Background: an optimization exercise with open tools, aiming at small area, a short achievable clock period and few clock cycles. Do not read the settings as production practice.
At most, simulation tests tie the RTL to the original design; equivalence was not proved.
No activity file was given, so power comes from the tool's default toggle rates.

Setup of branch zinc:
// lxe
module lxe (
    input  wire        clk,
    input  wire        rst,         
    input  wire        bus_valid,
    input  wire        bus_write,
    input  wire [5:0]  bus_addr,
    input  wire [31:0] bus_wdata,
    output wire        bus_ready,
    output reg         bus_rvalid,
    output reg  [31:0] bus_rdata
);
For scale: ~460 flip-flops, ~76 I/O pins, about 32000 um^2 of cells after synthesis.
clock: 12.0 ns
lec_check: 0
cap_margin: 20
core_margin: 2
core_utilization: 40
place_density: 0.6
slew_margin: 20
standard.sh (not shown) runs the stock make flow with config.mk's settings and CLKGATE_MAP_FILE= SYNTH_SCRIPT=/design/flow/synth_recipe.tcl, a recipe that flattens the netlist after the stock synthesis.
==> flow/flow/run.sh <==
#!/bin/bash
# Standard synthesis and layout, with two changes: the port buffers are
# buf_4 cells, and repair_timing aims at a setup margin of 7.5 ns, so that it
# also works on paths that already meet the 12 ns clock.
set -euo pipefail
bash standard.sh synth > synth.log 2>&1
bash standard.sh SETUP_SLACK_MARGIN=7.5 "BUFFER_PORTS_ARGS=-buffer_cell sky130_fd_sc_hd__buf_4" finish > layout.log 2>&1
The following lists how branch pepper was set up differently from branch zinc:
diff --git a/flow/design.v b/flow/design.v
--- a/flow/design.v
+++ b/flow/design.v
@@ -45,30 +45,29 @@
     reg        vsw;
     reg [31:0] opa, opb;
     reg [31:0] res;
     reg [15:0] crc;
     reg [3:0]  krdy;
     reg        err;
     reg [3:0]  ecode;
     reg [31:0] einfo;
-    reg        rq_v;
-    reg        rq_w;
-    reg [5:0]  rq_a;
-    reg [31:0] rq_d;
     reg        rdy;
     reg        busy;
     reg        dec;
     reg [4:0]  cnt;              
     reg [1:0]  kidx_r;           
     reg        rst_q;            
     reg [31:0] sk_r;             
     assign bus_ready = rdy;
     wire accept = bus_valid && rdy;
-    wire exec   = rq_v && !busy;
+    wire exec   = accept;
+    wire        rq_w = bus_write;
+    wire [5:0]  rq_a = bus_addr;
+    wire [31:0] rq_d = bus_wdata;
     function [15:0] crc16_step;
         input [15:0] c;
         input [7:0]  b;
         integer i;
         reg [15:0] x;
         begin
             x = c ^ {8'h00, b};
             for (i = 0; i < 8; i = i + 1) begin
@@ -278,45 +277,36 @@
             default: ksel = k3;
         endcase
     end
     wire [31:0] k3_dec0 = k3 + DEC_START;
     wire [31:0] sk_next = start ? (opc[0] ? k3_dec0 : k0) : (rom_now[31:0] + ksel);
     wire [31:0] mx_t  = ((rb << 4) ^ (rb >> 5)) + rb;
     wire [31:0] mx    = mx_t ^ (sk_r ^ {32{dec}});
     wire [31:0] nb    = ra + mx + {31'h0, dec};
-    wire rq_vread = rq_v && !rq_w && ((rq_a == A_V0) || (rq_a == A_V1));
-    wire rd_in_ra = (rq_a == A_V0) ^ vsw;        
-    wire fwd      = busy && (cnt == 5'd0) && rq_vread;
-    wire fwd_next = busy && (cnt == 5'd31) && rq_vread && !accept;
+    wire fwd_next = busy && (cnt == 5'd31) && bus_valid && !bus_write &&
+                    ((bus_addr == A_V0) || (bus_addr == A_V1)) &&
+                    ((bus_addr == A_V0) ^ vsw);
     wire wr_ok = exec && rq_w && !raise;
     always @(posedge clk) begin
-        if (accept) begin
-            rq_w <= bus_write;
-            rq_a <= bus_addr;
-            rq_d <= bus_wdata;
-        end
-        bus_rdata <= (fwd && !rd_in_ra) ? nb : read_data;
+        bus_rdata <= read_data;
         rst_q     <= rst;
         if (busy || start) begin
             sk_r   <= sk_next;
             kidx_r <= rom_after[33:32];
         end
         if (start)
             dec <= start_dec;
         if (rst) begin
             busy <= 1'b0; cnt <= 5'h0;
-            rq_v <= 1'b0;
-            rdy <= 1'b1;
+            rdy <= 1'b0;
             bus_rvalid <= 1'b0;
         end else begin
-            rq_v <= accept || (rq_v && busy && !fwd);
-            rdy  <= fwd_next || !((accept || (rq_v && busy && !fwd)) &&
-                                  ((busy && cnt != 5'd0) || start));
-            bus_rvalid <= exec || fwd;
+            rdy  <= fwd_next || !(start || (busy && cnt != 5'd0));
+            bus_rvalid <= accept;
             if (busy) begin
                 if (cnt == 5'd0)
                     busy <= 1'b0;        
                 else
                     cnt  <= cnt + 5'd1;
             end
             if (start) begin
                 busy <= 1'b1;
==> comparison <==
- Delta (branch pepper minus branch zinc): aggregate global-route resource usage rose 4.0 points, number of standard-cell rows in the floorplan fell 1.9%, first-pass iteration count of the detailed router fell 3, final cell count about even.
- Looking at ratio of total power to cell area, branch pepper sits about 14% lower than branch zinc does.
- [compare] base=branch zinc new=branch pepper: largest stage delay on the critical path decreased by 0.17 ns relative to the old numbers; design area shows an increase of about 13%; critical path depth decreased 9; multi-input gate share of the layout cell area went down 1.8 points; area of the die went down by about 4.7%.
- Diff branch zinc -> branch pepper: wire length moved up; length of routed met2 wiring moved up.
- branch pepper ended with every stage complete and zero timing, DRC or antenna violations.
No functional check of the RTL was part of any run of this note.

---

Another version of the RTL of lxe (not shown whole).
Size: about 3500 cells after synthesis, roughly 460 flip-flops, about 76 I/O pins, ~0.031 mm² of cells after synthesis.
export LEC_CHECK = 0
export CAP_MARGIN = 20
export CORE_MARGIN = 2
export CORE_UTILIZATION = 40
export PLACE_DENSITY = 0.6
export SLEW_MARGIN = 20
create_clock -name core_clock -period 12.0 [get_ports {clk}]
==> flow/flow/run.sh <==
#!/bin/bash
# Standard synthesis and layout, with two changes: the port buffers are
# buf_2 cells, and repair_timing aims at a setup margin of 7.5 ns, so that it
# also works on paths that already meet the 12 ns clock.
set -euo pipefail
bash standard.sh synth > synth.log 2>&1
bash standard.sh SETUP_SLACK_MARGIN=7.5 "BUFFER_PORTS_ARGS=-buffer_cell sky130_fd_sc_hd__buf_2" finish > layout.log 2>&1
Testbench counts at the start, summed over its fixed seeds: cycles 50,476.
Next try:
--- a/flow/design.v
+++ b/flow/design.v
@@ -43,34 +43,33 @@
     reg [31:0] k0, k1, k2, k3;
     reg [31:0] ra, rb;           
     reg        vsw;
     reg [31:0] opa, opb;
     reg [31:0] res;
     reg [15:0] crc;
     reg [3:0]  krdy;
     reg        err;
     reg [3:0]  ecode;
     reg [31:0] einfo;
-    reg        rq_v;
-    reg        rq_w;
-    reg [5:0]  rq_a;
-    reg [31:0] rq_d;
     reg        rdy;
     reg        busy;
     reg        dec;
     reg [4:0]  cnt;              
     reg [1:0]  kidx_r;           
     reg        rst_q;            
     reg [31:0] sk_r;             
     assign bus_ready = rdy;
     wire accept = bus_valid && rdy;
-    wire exec   = rq_v && !busy;
+    wire exec   = accept;
+    wire        rq_w = bus_write;
+    wire [5:0]  rq_a = bus_addr;
+    wire [31:0] rq_d = bus_wdata;
     function [15:0] crc16_step;
         input [15:0] c;
         input [7:0]  b;
         integer i;
         reg [15:0] x;
         begin
             x = c ^ {8'h00, b};
             for (i = 0; i < 8; i = i + 1) begin
                 if (x[0])
                     x = (x >> 1) ^ 16'hA001;
@@ -276,49 +275,40 @@
             2'd1: ksel = k1;
             2'd2: ksel = k2;
             default: ksel = k3;
         endcase
     end
     wire [31:0] k3_dec0 = k3 + DEC_START;
     wire [31:0] sk_next = start ? (opc[0] ? k3_dec0 : k0) : (rom_now[31:0] + ksel);
     wire [31:0] mx_t  = ((rb << 4) ^ (rb >> 5)) + rb;
     wire [31:0] mx    = mx_t ^ (sk_r ^ {32{dec}});
     wire [31:0] nb    = ra + mx + {31'h0, dec};
-    wire rq_vread = rq_v && !rq_w && ((rq_a == A_V0) || (rq_a == A_V1)) &&
-                    ((rq_a == A_V0) ^ vsw);
-    wire fwd      = busy && (cnt == 5'd0) && rq_vread;
-    wire fwd_next = busy && (cnt == 5'd31) && rq_vread && !accept;
-    wire wr_ok = exec && rq_w && !raise;
+    wire fwd_next = busy && (cnt == 5'd31) && bus_valid && !bus_write &&
+                    ((bus_addr == A_V0) || (bus_addr == A_V1)) &&
+                    ((bus_addr == A_V0) ^ vsw);
+    wire wr_ok = exec && rq_w;
     always @(posedge clk) begin
-        if (accept) begin
-            rq_w <= bus_write;
-            rq_a <= bus_addr;
-            rq_d <= bus_wdata;
-        end
         bus_rdata <= read_data;
         rst_q     <= rst;
         if (busy || start) begin
             sk_r   <= sk_next;
             kidx_r <= rom_after[33:32];
         end
         if (start)
             dec <= start_dec;
         if (rst) begin
             busy <= 1'b0; cnt <= 5'h0;
-            rq_v <= 1'b0;
-            rdy <= 1'b1;
+            rdy <= 1'b0;
             bus_rvalid <= 1'b0;
         end else begin
-            rq_v <= accept || (rq_v && busy && !fwd);
-            rdy  <= fwd_next || !((accept || (rq_v && busy && !fwd)) &&
-                                  ((busy && cnt != 5'd0) || start));
-            bus_rvalid <= exec || fwd;
+            rdy  <= fwd_next || !(start || (busy && cnt != 5'd0));
+            bus_rvalid <= accept;
             if (busy) begin
                 if (cnt == 5'd0)
                     busy <= 1'b0;        
                 else
                     cnt  <= cnt + 5'd1;
             end
             if (start) begin
                 busy <= 1'b1;
                 cnt  <= 5'd1;
             end
@@ -343,21 +333,21 @@
         end
         if (wr_ok) begin
             case (rq_a)
                 A_K0: k0 <= rq_d;
                 A_K1: k1 <= rq_d;
                 A_K2: k2 <= rq_d;
                 A_K3: k3 <= rq_d;
                 default: ;
             endcase
         end
-        if (exec && raise && !err) begin
+        if (exec && !err) begin
             ecode <= raise_code;
             einfo <= raise_info;
         end
         if (rst_q) begin
             opa <= 32'h0; opb <= 32'h0;
             res <= 32'h0;
             crc <= 16'h0;
             krdy <= 4'h0;
             err <= 1'b0;
         end else begin
Effect: Setup slack improved by 0.025 ns. Wire length came out higher by 6.1%. Utilization came out higher by 3.0 points. Non-clock buffer count came out higher by 95. Fmax came out higher by 0.55%. Clock-buffer cell count came out higher by 2. Global-route usage came out higher by 1.7 points. Die area came out lower by 2.7%. Total power came out lower by 3.6%. First-iteration DRC count came out higher by 8.6%.
For the second run of this note, only the layout was checked, not whether the RTL still works.

==> separate check: timing with driven ports <==
Ports are ideal in the flow. The routed layouts listed here were re-timed in OpenROAD.
Step 1 (the two cells are an assumption about what drives the block):
set clk [get_ports {clk}]
set_driving_cell -lib_cell sky130_fd_sc_hd__clkbuf_16 $clk
set_driving_cell -lib_cell sky130_fd_sc_hd__buf_2 [delete_from_list [all_inputs] $clk]
Step 2 times the ports against the registers' clock, not the clock port: input delays grow and output delays shrink by t, the midpoint of the rising clock arrivals with the driver on.
Three values: ideal, step 1, step 2; two values: the first two.
run	t (ns)	setup slack, ns	latest minus earliest clock arrival (ns)	worst data-port slew with drivers (ns)	pins driven straight from the clock port
branch zinc	0.684	7.271 / 7.271 / 7.271	0.036 / 0.036	0.04	1
branch pepper	0.686	7.152 / 7.149 / 6.463	0.037 / 0.036	0.16	1
the first run of note 2	0.688	7.348 / 7.348 / 7.348	0.023 / 0.023	0.06	1
the second run of note 2	0.699	7.373 / 7.376 / 6.677	0.026 / 0.026	0.10	1
After both steps setup and hold are still met in every run listed. The setup slack of the second run of note 2, which loses most, moves by +0.003 ns with the drivers and by -0.696 ns with both steps.
